This is an optimization exercise on Yosys and OpenROAD, whose aim is a short achievable clock period and few clock cycles per item, not a production implementation. Function was checked by simulation only, so behaviour that the tests miss may differ from the original.

==> flow/design.v <==
module dnp3_rx (
    input  wire        clk,
    input  wire        rst,
    input  wire        cmd_valid,
    output wire        cmd_ready,
    input  wire [8:0]  cmd_len,
    input  wire        in_valid,
    output wire        in_ready,
    input  wire [31:0] in_data,
    output reg         res_valid,
    output reg  [3:0]  res_err,
    output reg  [16:0] res_mask,
    output reg  [6:0]  res_sum,
    output reg  [4:0]  res_nblk,
    output reg  [7:0]  res_len,
    output reg  [7:0]  res_ctrl,
    output reg  [15:0] res_dst,
    output reg  [15:0] res_src
);
    localparam [2:0] S_IDLE  = 3'd0,
                     S_DRAIN = 3'd1,
                     S_LOAD  = 3'd2,
                     S_BYTE  = 3'd3,
                     S_FIN   = 3'd4;
    localparam [3:0] E_OK       = 4'd0,
                     E_LENGTH   = 4'd1,
                     E_INTEGRITY= 4'd3,
                     E_CLEN     = 4'd4,
                     E_RANGE    = 4'd6,
                     E_BADFNC   = 4'd8,
                     E_ADDRESS  = 4'd9,
                     E_STARTMARK= 4'd10;
    function [15:0] crc_table;
        input [7:0] idx;
        begin
    case (idx)
      8'h00: crc_table = 16'h0000;
      8'h01: crc_table = 16'h365E;
      8'h02: crc_table = 16'h6CBC;
      8'h03: crc_table = 16'h5AE2;
      8'h04: crc_table = 16'hD978;
      8'h05: crc_table = 16'hEF26;
      8'h06: crc_table = 16'hB5C4;
      8'h07: crc_table = 16'h839A;
      8'h08: crc_table = 16'hFF89;
      8'h09: crc_table = 16'hC9D7;
      8'h0A: crc_table = 16'h9335;
      8'h0B: crc_table = 16'hA56B;
      8'h0C: crc_table = 16'h26F1;
      8'h0D: crc_table = 16'h10AF;
      8'h0E: crc_table = 16'h4A4D;
      8'h0F: crc_table = 16'h7C13;
      8'h10: crc_table = 16'hB26B;
      8'h11: crc_table = 16'h8435;
      8'h12: crc_table = 16'hDED7;
      8'h13: crc_table = 16'hE889;
      8'h14: crc_table = 16'h6B13;
      8'h15: crc_table = 16'h5D4D;
      8'h16: crc_table = 16'h07AF;
      8'h17: crc_table = 16'h31F1;
      8'h18: crc_table = 16'h4DE2;
      8'h19: crc_table = 16'h7BBC;
      8'h1A: crc_table = 16'h215E;
      8'h1B: crc_table = 16'h1700;
      8'h1C: crc_table = 16'h949A;
      8'h1D: crc_table = 16'hA2C4;
      8'h1E: crc_table = 16'hF826;
      8'h1F: crc_table = 16'hCE78;
      8'h20: crc_table = 16'h29AF;
      8'h21: crc_table = 16'h1FF1;
      8'h22: crc_table = 16'h4513;
      8'h23: crc_table = 16'h734D;
      8'h24: crc_table = 16'hF0D7;
      8'h25: crc_table = 16'hC689;
      8'h26: crc_table = 16'h9C6B;
      8'h27: crc_table = 16'hAA35;
      8'h28: crc_table = 16'hD626;
      8'h29: crc_table = 16'hE078;
      8'h2A: crc_table = 16'hBA9A;
      8'h2B: crc_table = 16'h8CC4;
      8'h2C: crc_table = 16'h0F5E;
      8'h2D: crc_table = 16'h3900;
      8'h2E: crc_table = 16'h63E2;
      8'h2F: crc_table = 16'h55BC;
      8'h30: crc_table = 16'h9BC4;
      8'h31: crc_table = 16'hAD9A;
      8'h32: crc_table = 16'hF778;
      8'h33: crc_table = 16'hC126;
      8'h34: crc_table = 16'h42BC;
      8'h35: crc_table = 16'h74E2;
      8'h36: crc_table = 16'h2E00;
      8'h37: crc_table = 16'h185E;
      8'h38: crc_table = 16'h644D;
      8'h39: crc_table = 16'h5213;
      8'h3A: crc_table = 16'h08F1;
      8'h3B: crc_table = 16'h3EAF;
      8'h3C: crc_table = 16'hBD35;
      8'h3D: crc_table = 16'h8B6B;
      8'h3E: crc_table = 16'hD189;
      8'h3F: crc_table = 16'hE7D7;
      8'h40: crc_table = 16'h535E;
      8'h41: crc_table = 16'h6500;
      8'h42: crc_table = 16'h3FE2;
      8'h43: crc_table = 16'h09BC;
      8'h44: crc_table = 16'h8A26;
      8'h45: crc_table = 16'hBC78;
      8'h46: crc_table = 16'hE69A;
      8'h47: crc_table = 16'hD0C4;
      8'h48: crc_table = 16'hACD7;
      8'h49: crc_table = 16'h9A89;
      8'h4A: crc_table = 16'hC06B;
      8'h4B: crc_table = 16'hF635;
      8'h4C: crc_table = 16'h75AF;
      8'h4D: crc_table = 16'h43F1;
      8'h4E: crc_table = 16'h1913;
      8'h4F: crc_table = 16'h2F4D;
      8'h50: crc_table = 16'hE135;
      8'h51: crc_table = 16'hD76B;
      8'h52: crc_table = 16'h8D89;
      8'h53: crc_table = 16'hBBD7;
      8'h54: crc_table = 16'h384D;
      8'h55: crc_table = 16'h0E13;
      8'h56: crc_table = 16'h54F1;
      8'h57: crc_table = 16'h62AF;
      8'h58: crc_table = 16'h1EBC;
      8'h59: crc_table = 16'h28E2;
      8'h5A: crc_table = 16'h7200;
      8'h5B: crc_table = 16'h445E;
      8'h5C: crc_table = 16'hC7C4;
      8'h5D: crc_table = 16'hF19A;
      8'h5E: crc_table = 16'hAB78;
      8'h5F: crc_table = 16'h9D26;
      8'h60: crc_table = 16'h7AF1;
      8'h61: crc_table = 16'h4CAF;
      8'h62: crc_table = 16'h164D;
      8'h63: crc_table = 16'h2013;
      8'h64: crc_table = 16'hA389;
      8'h65: crc_table = 16'h95D7;
      8'h66: crc_table = 16'hCF35;
      8'h67: crc_table = 16'hF96B;
      8'h68: crc_table = 16'h8578;
      8'h69: crc_table = 16'hB326;
      8'h6A: crc_table = 16'hE9C4;
      8'h6B: crc_table = 16'hDF9A;
      8'h6C: crc_table = 16'h5C00;
      8'h6D: crc_table = 16'h6A5E;
      8'h6E: crc_table = 16'h30BC;
      8'h6F: crc_table = 16'h06E2;
      8'h70: crc_table = 16'hC89A;
      8'h71: crc_table = 16'hFEC4;
      8'h72: crc_table = 16'hA426;
      8'h73: crc_table = 16'h9278;
      8'h74: crc_table = 16'h11E2;
      8'h75: crc_table = 16'h27BC;
      8'h76: crc_table = 16'h7D5E;
      8'h77: crc_table = 16'h4B00;
      8'h78: crc_table = 16'h3713;
      8'h79: crc_table = 16'h014D;
      8'h7A: crc_table = 16'h5BAF;
      8'h7B: crc_table = 16'h6DF1;
      8'h7C: crc_table = 16'hEE6B;
      8'h7D: crc_table = 16'hD835;
      8'h7E: crc_table = 16'h82D7;
      8'h7F: crc_table = 16'hB489;
      8'h80: crc_table = 16'hA6BC;
      8'h81: crc_table = 16'h90E2;
      8'h82: crc_table = 16'hCA00;
      8'h83: crc_table = 16'hFC5E;
      8'h84: crc_table = 16'h7FC4;
      8'h85: crc_table = 16'h499A;
      8'h86: crc_table = 16'h1378;
      8'h87: crc_table = 16'h2526;
      8'h88: crc_table = 16'h5935;
      8'h89: crc_table = 16'h6F6B;
      8'h8A: crc_table = 16'h3589;
      8'h8B: crc_table = 16'h03D7;
      8'h8C: crc_table = 16'h804D;
      8'h8D: crc_table = 16'hB613;
      8'h8E: crc_table = 16'hECF1;
      8'h8F: crc_table = 16'hDAAF;
      8'h90: crc_table = 16'h14D7;
      8'h91: crc_table = 16'h2289;
      8'h92: crc_table = 16'h786B;
      8'h93: crc_table = 16'h4E35;
      8'h94: crc_table = 16'hCDAF;
      8'h95: crc_table = 16'hFBF1;
      8'h96: crc_table = 16'hA113;
      8'h97: crc_table = 16'h974D;
      8'h98: crc_table = 16'hEB5E;
      8'h99: crc_table = 16'hDD00;
      8'h9A: crc_table = 16'h87E2;
      8'h9B: crc_table = 16'hB1BC;
      8'h9C: crc_table = 16'h3226;
      8'h9D: crc_table = 16'h0478;
      8'h9E: crc_table = 16'h5E9A;
      8'h9F: crc_table = 16'h68C4;
      8'hA0: crc_table = 16'h8F13;
      8'hA1: crc_table = 16'hB94D;
      8'hA2: crc_table = 16'hE3AF;
      8'hA3: crc_table = 16'hD5F1;
      8'hA4: crc_table = 16'h566B;
      8'hA5: crc_table = 16'h6035;
      8'hA6: crc_table = 16'h3AD7;
      8'hA7: crc_table = 16'h0C89;
      8'hA8: crc_table = 16'h709A;
      8'hA9: crc_table = 16'h46C4;
      8'hAA: crc_table = 16'h1C26;
      8'hAB: crc_table = 16'h2A78;
      8'hAC: crc_table = 16'hA9E2;
      8'hAD: crc_table = 16'h9FBC;
      8'hAE: crc_table = 16'hC55E;
      8'hAF: crc_table = 16'hF300;
      8'hB0: crc_table = 16'h3D78;
      8'hB1: crc_table = 16'h0B26;
      8'hB2: crc_table = 16'h51C4;
      8'hB3: crc_table = 16'h679A;
      8'hB4: crc_table = 16'hE400;
      8'hB5: crc_table = 16'hD25E;
      8'hB6: crc_table = 16'h88BC;
      8'hB7: crc_table = 16'hBEE2;
      8'hB8: crc_table = 16'hC2F1;
      8'hB9: crc_table = 16'hF4AF;
      8'hBA: crc_table = 16'hAE4D;
      8'hBB: crc_table = 16'h9813;
      8'hBC: crc_table = 16'h1B89;
      8'hBD: crc_table = 16'h2DD7;
      8'hBE: crc_table = 16'h7735;
      8'hBF: crc_table = 16'h416B;
      8'hC0: crc_table = 16'hF5E2;
      8'hC1: crc_table = 16'hC3BC;
      8'hC2: crc_table = 16'h995E;
      8'hC3: crc_table = 16'hAF00;
      8'hC4: crc_table = 16'h2C9A;
      8'hC5: crc_table = 16'h1AC4;
      8'hC6: crc_table = 16'h4026;
      8'hC7: crc_table = 16'h7678;
      8'hC8: crc_table = 16'h0A6B;
      8'hC9: crc_table = 16'h3C35;
      8'hCA: crc_table = 16'h66D7;
      8'hCB: crc_table = 16'h5089;
      8'hCC: crc_table = 16'hD313;
      8'hCD: crc_table = 16'hE54D;
      8'hCE: crc_table = 16'hBFAF;
      8'hCF: crc_table = 16'h89F1;
      8'hD0: crc_table = 16'h4789;
      8'hD1: crc_table = 16'h71D7;
      8'hD2: crc_table = 16'h2B35;
      8'hD3: crc_table = 16'h1D6B;
      8'hD4: crc_table = 16'h9EF1;
      8'hD5: crc_table = 16'hA8AF;
      8'hD6: crc_table = 16'hF24D;
      8'hD7: crc_table = 16'hC413;
      8'hD8: crc_table = 16'hB800;
      8'hD9: crc_table = 16'h8E5E;
      8'hDA: crc_table = 16'hD4BC;
      8'hDB: crc_table = 16'hE2E2;
      8'hDC: crc_table = 16'h6178;
      8'hDD: crc_table = 16'h5726;
      8'hDE: crc_table = 16'h0DC4;
      8'hDF: crc_table = 16'h3B9A;
      8'hE0: crc_table = 16'hDC4D;
      8'hE1: crc_table = 16'hEA13;
      8'hE2: crc_table = 16'hB0F1;
      8'hE3: crc_table = 16'h86AF;
      8'hE4: crc_table = 16'h0535;
      8'hE5: crc_table = 16'h336B;
      8'hE6: crc_table = 16'h6989;
      8'hE7: crc_table = 16'h5FD7;
      8'hE8: crc_table = 16'h23C4;
      8'hE9: crc_table = 16'h159A;
      8'hEA: crc_table = 16'h4F78;
      8'hEB: crc_table = 16'h7926;
      8'hEC: crc_table = 16'hFABC;
      8'hED: crc_table = 16'hCCE2;
      8'hEE: crc_table = 16'h9600;
      8'hEF: crc_table = 16'hA05E;
      8'hF0: crc_table = 16'h6E26;
      8'hF1: crc_table = 16'h5878;
      8'hF2: crc_table = 16'h029A;
      8'hF3: crc_table = 16'h34C4;
      8'hF4: crc_table = 16'hB75E;
      8'hF5: crc_table = 16'h8100;
      8'hF6: crc_table = 16'hDBE2;
      8'hF7: crc_table = 16'hEDBC;
      8'hF8: crc_table = 16'h91AF;
      8'hF9: crc_table = 16'hA7F1;
      8'hFA: crc_table = 16'hFD13;
      8'hFB: crc_table = 16'hCB4D;
      8'hFC: crc_table = 16'h48D7;
      8'hFD: crc_table = 16'h7E89;
      8'hFE: crc_table = 16'h246B;
      8'hFF: crc_table = 16'h1235;
      default: crc_table = 16'h0000;
    endcase
        end
    endfunction
    function tileable;
        input [8:0] t;
        reg   [8:0] r;
        begin
            r = (t - 9'd10) % 9'd18;
            tileable = (t >= 9'd10) && (t <= 9'd292) && (r != 9'd1) && (r != 9'd2);
        end
    endfunction
    reg  [2:0]  state;
    reg  [8:0]  tlen;         
    reg  [7:0]  beats_left;   
    reg  [31:0] word;         
    reg  [1:0]  bsel;         
    reg  [8:0]  pos;          
    reg  [4:0]  blk;          
    reg  [4:0]  bpos;         
    reg  [4:0]  nreg;         
    reg  [15:0] crc;          
    reg  [7:0]  crc_lo;       
    reg  [16:0] mask;         
    reg  [7:0]  start0, start1;
    reg  [7:0]  hlen, hctrl;
    reg  [15:0] hdst, hsrc;
    wire [9:0]  cmd_beats = ({1'b0, cmd_len} + 10'd3) >> 2;
    assign cmd_ready = (state == S_IDLE);
    assign in_ready  = (state == S_DRAIN) || (state == S_LOAD);
    wire [7:0]  cur_byte = word[8*bsel +: 8];
    wire [8:0]  left     = tlen - pos;
    wire [4:0]  cur_n    = (blk == 5'd0) ? 5'd8 :
                           (bpos != 5'd0) ? nreg :
                           (left > 9'd18) ? 5'd16 : left[4:0] - 5'd2;
    wire [15:0] crc_next = (crc >> 8) ^ crc_table(crc[7:0] ^ cur_byte);
    wire        prm      = hctrl[6];
    wire [3:0]  fnc      = hctrl[3:0];
    wire        fnc_ok   = prm ? (fnc == 4'd0 || fnc == 4'd1 || fnc == 4'd2 ||
                                  fnc == 4'd3 || fnc == 4'd4 || fnc == 4'd9)
                               : (fnc == 4'd0 || fnc == 4'd1 || fnc == 4'd11);
    wire        fcv_req  = (fnc == 4'd2) || (fnc == 4'd3);
    reg  [2:0]  hidx;
    reg  [3:0]  herr;
    always @(*) begin
        hidx = 3'd0;
        herr = E_OK;
        if (hlen < 8'd5) begin
            hidx = 3'd1; herr = E_RANGE;
        end else if (!fnc_ok) begin
            hidx = 3'd2; herr = E_BADFNC;
        end else if (prm && (hctrl[4] != fcv_req)) begin
            hidx = 3'd3; herr = E_RANGE;
        end else if (!prm && hctrl[5]) begin
            hidx = 3'd4; herr = E_RANGE;
        end else if (hsrc == 16'hFFFF) begin
            hidx = 3'd5; herr = E_ADDRESS;
        end else if (hdst == hsrc) begin
            hidx = 3'd6; herr = E_ADDRESS;
        end
    end
    wire [8:0]  payload  = tlen - 9'd8 - {3'd0, blk, 1'b0};
    wire        lenfail  = ({1'b0, hlen} != payload + 9'd5);
    wire        crcfail  = |mask;
    wire        start_ok = (start0 == 8'h05) && (start1 == 8'h64);
    wire [6:0]  summary  = {hidx, 1'b0, lenfail, (hidx != 3'd0), crcfail};
    always @(posedge clk) begin
        if (rst) begin
            state      <= S_IDLE;
            tlen       <= 9'd0;
            beats_left <= 8'd0;
            word       <= 32'd0;
            bsel       <= 2'd0;
            pos        <= 9'd0;
            blk        <= 5'd0;
            bpos       <= 5'd0;
            nreg       <= 5'd0;
            crc        <= 16'd0;
            crc_lo     <= 8'd0;
            mask       <= 17'd0;
            start0     <= 8'd0;
            start1     <= 8'd0;
            hlen       <= 8'd0;
            hctrl      <= 8'd0;
            hdst       <= 16'd0;
            hsrc       <= 16'd0;
            res_valid  <= 1'b0;
            res_err    <= 4'd0;
            res_mask   <= 17'd0;
            res_sum    <= 7'd0;
            res_nblk   <= 5'd0;
            res_len    <= 8'd0;
            res_ctrl   <= 8'd0;
            res_dst    <= 16'd0;
            res_src    <= 16'd0;
        end else begin
            res_valid <= 1'b0;
            case (state)
                S_IDLE: begin
                    if (cmd_valid) begin
                        tlen       <= cmd_len;
                        beats_left <= cmd_beats[7:0];
                        pos        <= 9'd0;
                        blk        <= 5'd0;
                        bpos       <= 5'd0;
                        crc        <= 16'd0;
                        mask       <= 17'd0;
                        if (tileable(cmd_len))
                            state <= S_LOAD;
                        else if (cmd_len == 9'd0)
                            state <= S_FIN;
                        else
                            state <= S_DRAIN;
                    end
                end
                S_DRAIN: begin
                    if (in_valid) begin
                        beats_left <= beats_left - 8'd1;
                        if (beats_left == 8'd1)
                            state <= S_FIN;
                    end
                end
                S_LOAD: begin
                    if (in_valid) begin
                        word  <= in_data;
                        bsel  <= 2'd0;
                        state <= S_BYTE;
                    end
                end
                S_BYTE: begin
                    case (pos)
                        9'd0: start0     <= cur_byte;
                        9'd1: start1     <= cur_byte;
                        9'd2: hlen       <= cur_byte;
                        9'd3: hctrl      <= cur_byte;
                        9'd4: hdst[7:0]  <= cur_byte;
                        9'd5: hdst[15:8] <= cur_byte;
                        9'd6: hsrc[7:0]  <= cur_byte;
                        9'd7: hsrc[15:8] <= cur_byte;
                        default: ;
                    endcase
                    if (bpos == 5'd0)
                        nreg <= cur_n;
                    if (bpos < cur_n) begin
                        crc  <= crc_next;
                        bpos <= bpos + 5'd1;
                    end else if (bpos == cur_n) begin
                        crc_lo <= cur_byte;
                        bpos   <= bpos + 5'd1;
                    end else begin
                        if ({cur_byte, crc_lo} != ~crc)
                            mask[blk] <= 1'b1;
                        blk  <= blk + 5'd1;
                        bpos <= 5'd0;
                        crc  <= 16'd0;
                    end
                    pos  <= pos + 9'd1;
                    bsel <= bsel + 2'd1;
                    if (pos == tlen - 9'd1)
                        state <= S_FIN;
                    else if (bsel == 2'd3)
                        state <= S_LOAD;
                end
                S_FIN: begin
                    res_valid <= 1'b1;
                    if (!tileable(tlen)) begin
                        res_err  <= E_LENGTH;
                        res_mask <= 17'd0;
                        res_sum  <= 7'd0;
                        res_nblk <= 5'd0;
                        res_len  <= 8'd0;
                        res_ctrl <= 8'd0;
                        res_dst  <= 16'd0;
                        res_src  <= 16'd0;
                    end else begin
                        res_mask <= mask;
                        res_nblk <= blk;
                        res_len  <= hlen;
                        res_ctrl <= hctrl;
                        res_dst  <= hdst;
                        res_src  <= hsrc;
                        if (!start_ok) begin
                            res_err <= E_STARTMARK;
                            res_sum <= 7'd0;
                        end else begin
                            res_sum <= summary;
                            if (crcfail)
                                res_err <= E_INTEGRITY;
                            else if (hidx != 3'd0)
                                res_err <= herr;
                            else if (lenfail)
                                res_err <= E_CLEN;
                            else
                                res_err <= E_OK;
                        end
                    end
                    state <= S_IDLE;
                end
                default: state <= S_IDLE;
            endcase
        end
    end
endmodule
==> flow/run.sh <==
#!/bin/bash
# synth_recipe.tcl (not shown) runs the flow's synth.tcl, then flattens the netlist and writes it again
# the make line also repeats each setting of config.mk as NAME=value (left out here)
make -C /OpenROAD-flow-scripts/flow DESIGN_CONFIG=/design/flow/config.mk WORK_HOME=/design/flow/orfs CLKGATE_MAP_FILE= SYNTH_SCRIPT=/design/flow/synth_recipe.tcl finish
==> flow/config.mk <==
export PLATFORM = sky130hd
export DESIGN_NAME = dnp3_rx
export DESIGN_NICKNAME = dnp3_rx
export VERILOG_FILES = /design/flow/design.v
export SDC_FILE = /design/flow/constraint.sdc
export NUM_CORES = 4
export LEC_CHECK = 0
export CAP_MARGIN = 20
export CORE_MARGIN = 2
export CORE_UTILIZATION = 40
export PLACE_DENSITY = 0.6
export SLEW_MARGIN = 20
==> flow/constraint.sdc <==
create_clock -name core_clock -period 8.0 [get_ports {clk}]
set_input_delay 1.6000 -clock core_clock [delete_from_list [all_inputs] [get_ports {clk}]]
set_output_delay 1.6000 -clock core_clock [all_outputs]
set_load 0.01 [all_outputs]
==> results.yml <==
sta:
  sum_of_negative_setup_slack_ns: 0
  max-slew-margin-rel_pct: 25.2
  whs_ns: 0.445
  grt_setup_unrepaired: "no"
  final.setup_skew_ns: 0.0261
  min_period_over_period_pct: 94.8
  final-max-slew-violation-count: 0
  setup_violations: 0
  max_freq_ghz: 0.132
  hold_violations: 0
  period_minus_slack_ns: 7.58
  worst_pin_slew_ns: 1.11
setup_path:
  worst_r2r_path_depth: 24
  start_kind: "input pin"
  origin_of_the_worst_setup_path: "cmd_len[2]"
  timing.critical_path.fanout_max: 10
  regToRegStartpoint: "tlen[2]$_SDFFE_PP0P_"
  critPathRequiredTime_ns: 8.44
  crit_end_element: "register"
  timing.critical_path.arrival_ns: 8.02
  crit_type: "input pin to register"
  worstSetupEndpoint: "state[1]$_SDFFE_PP0P_"
  reg2reg_to: "res_src[6]$_SDFFE_PP0P_"
  setup.reg_to_reg.worst_slack_ns: 1.25
synth:
  synth.yosys.seq_area_share_pct: 34.2
  syn_nets: 2068
  share_of_flip_flops_with_an_asynchronous_set_or_reset_pct: 0
  synth.distinct_cells: 92
  post_synth_instance_area_um2: 15400
  synth.top_cell.area_share_pct: 34.2
  synth_top_flop_cell: "sky130_fd_sc_hd__dfxtp_1"
  netlist.top_cell.by_area: "sky130_fd_sc_hd__dfxtp_1"
  synth-warning-count: 1
  number_of_register_bits_inferred_by_synthesis: 264
  synthesis.instances: 1963
  yosys-top-cells-count: "sky130_fd_sc_hd__dfxtp_1 (264), sky130_fd_sc_hd__nand2_1 (243), sky130_fd_sc_hd__nor2_1 (237)"
  synth_most_common_cell: "sky130_fd_sc_hd__dfxtp_1"
  synth.top_cells.by_area: "sky130_fd_sc_hd__dfxtp_1 (34%), sky130_fd_sc_hd__nand2_1 (5.9%), sky130_fd_sc_hd__nor2_1 (5.8%)"
  synth-edff-count: 0
  synthesis.area_per_instance_um2: 7.87
die:
  floorplan.initialDensity_pct: 40.8
  vertical_die_dimension_um: 200
  die_span_in_x_um: 200
  die-area_um2: 40200
  rows: 71
  floorplan_core_area_um2: 37800
  design.portCount: 129
power_and_ir_drop:
  max_rail_drop_vdd_uv: 175
  fin_total_pwr_mw: 4.79
  leakagePower_nw: 6.34
  power_density_nw_per_um2: 266
cts:
  worstSkewPairLatency_ns: 0.57
  tritoncts: "built"
  path_clk_slew_ns: 0.06
  cts.path.max_buffers: 3
  total_number_of_clock_tree_sinks: 264
  holdBufCountCts: 0
  number_of_buffers_inserted_to_repair_setup_after_cts: 0
  cts.htree.levels: 1
  cts_resized: 0
  num_cts_buffers: 29
  clk_root_buffer_cell: "sky130_fd_sc_hd__clkbuf_16"
global_routing:
  grt_pass1_vias: 13200
  grt_remaining_overflow: 0
  grt.total_usage_pct: 19.8
  grt_start_max_net_pins: 94
  grt_antenna_before_repair: 0
  wire_length_of_the_first_global_routing_pass_mm: 67.7
route:
  wl_per_cell_um: 16.3
  ratio_of_routed_vias_to_standard_cells: 5.51
  drt_wl_total_mm: 41.7
  vias: 14000
  drtAntennaViolNets: 0
  route.detailed.drc: 0
  detail_route.iter0.violations: 982
  detailedRoute.firstPassIterationCount: 5
placement:
  port_buffers: 127
  gp_congestion: 0.848
  dp_hpwl_mm: 29.5
finish:
  area.growth.synth_to_final_pct: 16.7
  antenna-diode-count: 0
  design.final.nets: 2124
  layout-drive-gt1-share_pct: 5.20
  nFillCells: 3804
hold_path:
  worst_hold_path.num_cells: 2
  timing.hold.worst.class: "register to register"
run_status:
  status: "no timing/DRC/antenna violations"
run:
  max_capacitance_violation_count: 0
[power breakdown]
group	internal (mW)	switching, mW	total [mW]
Sequential	1.36	0.0757	1.44
Clock	0.824	0.536	1.36
Combinational	0.716	1.27	1.99
[layer usage]
layer / up-vias / wire, µm / global-route usage (%)
li1: 7044 / - / -
met1: 6554 / 20000 / 27.6
met2: 388 / 18900 / 32.7
met3: 63 / 2010 / 2.53
met4: 0 / 806 / 4.37
met5: - / 0 / 0
[placed cells by master (no fill, tap or decap), types with 7 or more instances in the layout]
cell type,count
sky130_fd_sc_hd__dfxtp_1,264
sky130_fd_sc_hd__nand2_1,243
sky130_fd_sc_hd__nor2_1,236
sky130_fd_sc_hd__a21oi_1,128
sky130_fd_sc_hd__clkdlybuf4s50_1,126
sky130_fd_sc_hd__o21ai_0,115
sky130_fd_sc_hd__nand3_1,107
sky130_fd_sc_hd__xnor2_1,86
sky130_fd_sc_hd__mux2i_1,78
sky130_fd_sc_hd__inv_1,61
sky130_fd_sc_hd__ha_1,58
sky130_fd_sc_hd__xor2_1,47
sky130_fd_sc_hd__clkbuf_16,29
sky130_fd_sc_hd__nor3_1,28
sky130_fd_sc_hd__nand4_1,26
sky130_fd_sc_hd__o21ai_1,25
sky130_fd_sc_hd__a22oi_1,24
sky130_fd_sc_hd__a31oi_1,21
sky130_fd_sc_hd__nor2b_1,16
sky130_fd_sc_hd__nor4_1,16
sky130_fd_sc_hd__a21o_1,15
sky130_fd_sc_hd__o211ai_1,14
sky130_fd_sc_hd__buf_4,14
sky130_fd_sc_hd__or3_1,13
sky130_fd_sc_hd__o31ai_1,12
sky130_fd_sc_hd__a211oi_1,12
sky130_fd_sc_hd__nand3b_1,12
sky130_fd_sc_hd__nand2b_1,11
sky130_fd_sc_hd__o21a_1,10
sky130_fd_sc_hd__and2_1,10
sky130_fd_sc_hd__and3_1,9
sky130_fd_sc_hd__o22ai_1,8
sky130_fd_sc_hd__mux4_2,8
sky130_fd_sc_hd__a211o_1,7
sky130_fd_sc_hd__clkbuf_8,7
[registers in the layout, summed over array words and instances, names as in the netlist, 16 cells and up]
name and flops:
res_dst 16, crc 16, word 32, hdst 16, res_src 16, mask 17, hsrc 16, res_mask 17
[metrics by stage]
step           util [%]  area [µm²]  instances  setup slack (ns)
3_5_place_dp       45.0       17000       2498             0.136
4_1_cts            47.5       18000       2548             0.694
5_1_grt            47.6       18000       2549            0.0818
6_report           47.6       18000       2549             0.420
3_3_place_gp       45.0       17000       2498             0.325
2_1_floorplan         -       15400       1963             0.951
[worst max-delay path: stages]
cell and delay (ns):
sky130_fd_sc_hd__clkdlybuf4s50_1 0.62, sky130_fd_sc_hd__inv_1 0.13, sky130_fd_sc_hd__ha_1 0.29, sky130_fd_sc_hd__nor2b_1 0.39
sky130_fd_sc_hd__or3_1 0.20, sky130_fd_sc_hd__and2_1 0.33, sky130_fd_sc_hd__inv_1 0.17, sky130_fd_sc_hd__ha_1 0.27
sky130_fd_sc_hd__inv_1 0.11, sky130_fd_sc_hd__o31a_1 0.16, sky130_fd_sc_hd__nand4_1 0.24, sky130_fd_sc_hd__nand3_1 0.20
sky130_fd_sc_hd__nand2_1 0.17, sky130_fd_sc_hd__a22o_1 0.27, sky130_fd_sc_hd__nor2_1 0.46, sky130_fd_sc_hd__a31o_2 0.30
sky130_fd_sc_hd__nand2_1 0.12, sky130_fd_sc_hd__xnor2_1 0.23, sky130_fd_sc_hd__ha_1 0.22, sky130_fd_sc_hd__a21oi_1 0.14
sky130_fd_sc_hd__o211ai_1 0.10, sky130_fd_sc_hd__a22oi_1 0.32, sky130_fd_sc_hd__a21oi_1 0.07, sky130_fd_sc_hd__a2111oi_0 0.50
sky130_fd_sc_hd__a31oi_1 0.20, sky130_fd_sc_hd__o32a_1 0.20
[worst min-delay path by stage]
stage	end	from	slack [ns]
after floorplan	word[16]$_SDFFE_PP0P_	word[16]$_SDFFE_PP0P_	0.43
after global placement	res_src[10]$_SDFFE_PP0P_	res_src[10]$_SDFFE_PP0P_	0.43
after detailed placement	res_src[10]$_SDFFE_PP0P_	res_src[10]$_SDFFE_PP0P_	0.44
after CTS	res_src[10]$_SDFFE_PP0P_	res_src[10]$_SDFFE_PP0P_	0.45
after global routing	res_mask[4]$_SDFFE_PP0P_	res_mask[4]$_SDFFE_PP0P_	0.47
final	res_src[10]$_SDFFE_PP0P_	res_src[10]$_SDFFE_PP0P_	0.45
[area by class of cell]
class,instances,area (µm²),share of cell area (%)
Inverter,61,229,1.27
Clock buffer,41,841,4.67
Tap cell,511,639,3.55
Multi-Input combinational cell,1522,9500,52.7
Clock inverter,9,138,0.764
Timing Repair Buffer,141,1390,7.69
Sequential cell,264,5290,29.3
[cells by family (layout without fill, tap and decap cells)]
logic type / after synthesis / in the layout / share of synthesized area, %
buffers and inverters: 177 / 252 / 4.43
xor gates and xnor gates: 135 / 135 / 7.66
DFF: 264 / 264 / 34.2
other: 1 / 1 / 0.0243
and+or+nand+nor: 764 / 764 / 22.6
adders and majority gates: 60 / 60 / 4.96
AOI/OAI and AO/OA: 473 / 473 / 19.6
muxes: 89 / 89 / 6.44
Testbench counts, summed over its fixed seeds: cycles 61,915, frames 320.

==> separate check: timing with driven ports <==
The flow's constraints put no driver on any port. The routed layout listed below was extracted and timed again, unchanged, in two steps.
Step 1 sets driving cells, clkbuf_16 on the clock port and buf_2 on the other inputs (assumed; they add their load-dependent delay and slew).
Step 2 times the ports against the registers' clock, not the clock port: input delays grow and output delays shrink by t, the midpoint of the rising clock arrivals with the driver on.
a / b / c = ideal / step 1 / step 2; a / b = the first two.
t, ns: 0.608
setup slack, ns: 0.420 / 0.448 / -0.160
latest minus earliest clock arrival (ns): 0.026 / 0.026
Met with ideal ports but missed after step 2: setup timing in this run. For this run, drivers alone change the setup slack by +0.028 ns; drivers and shift together by -0.580 ns.
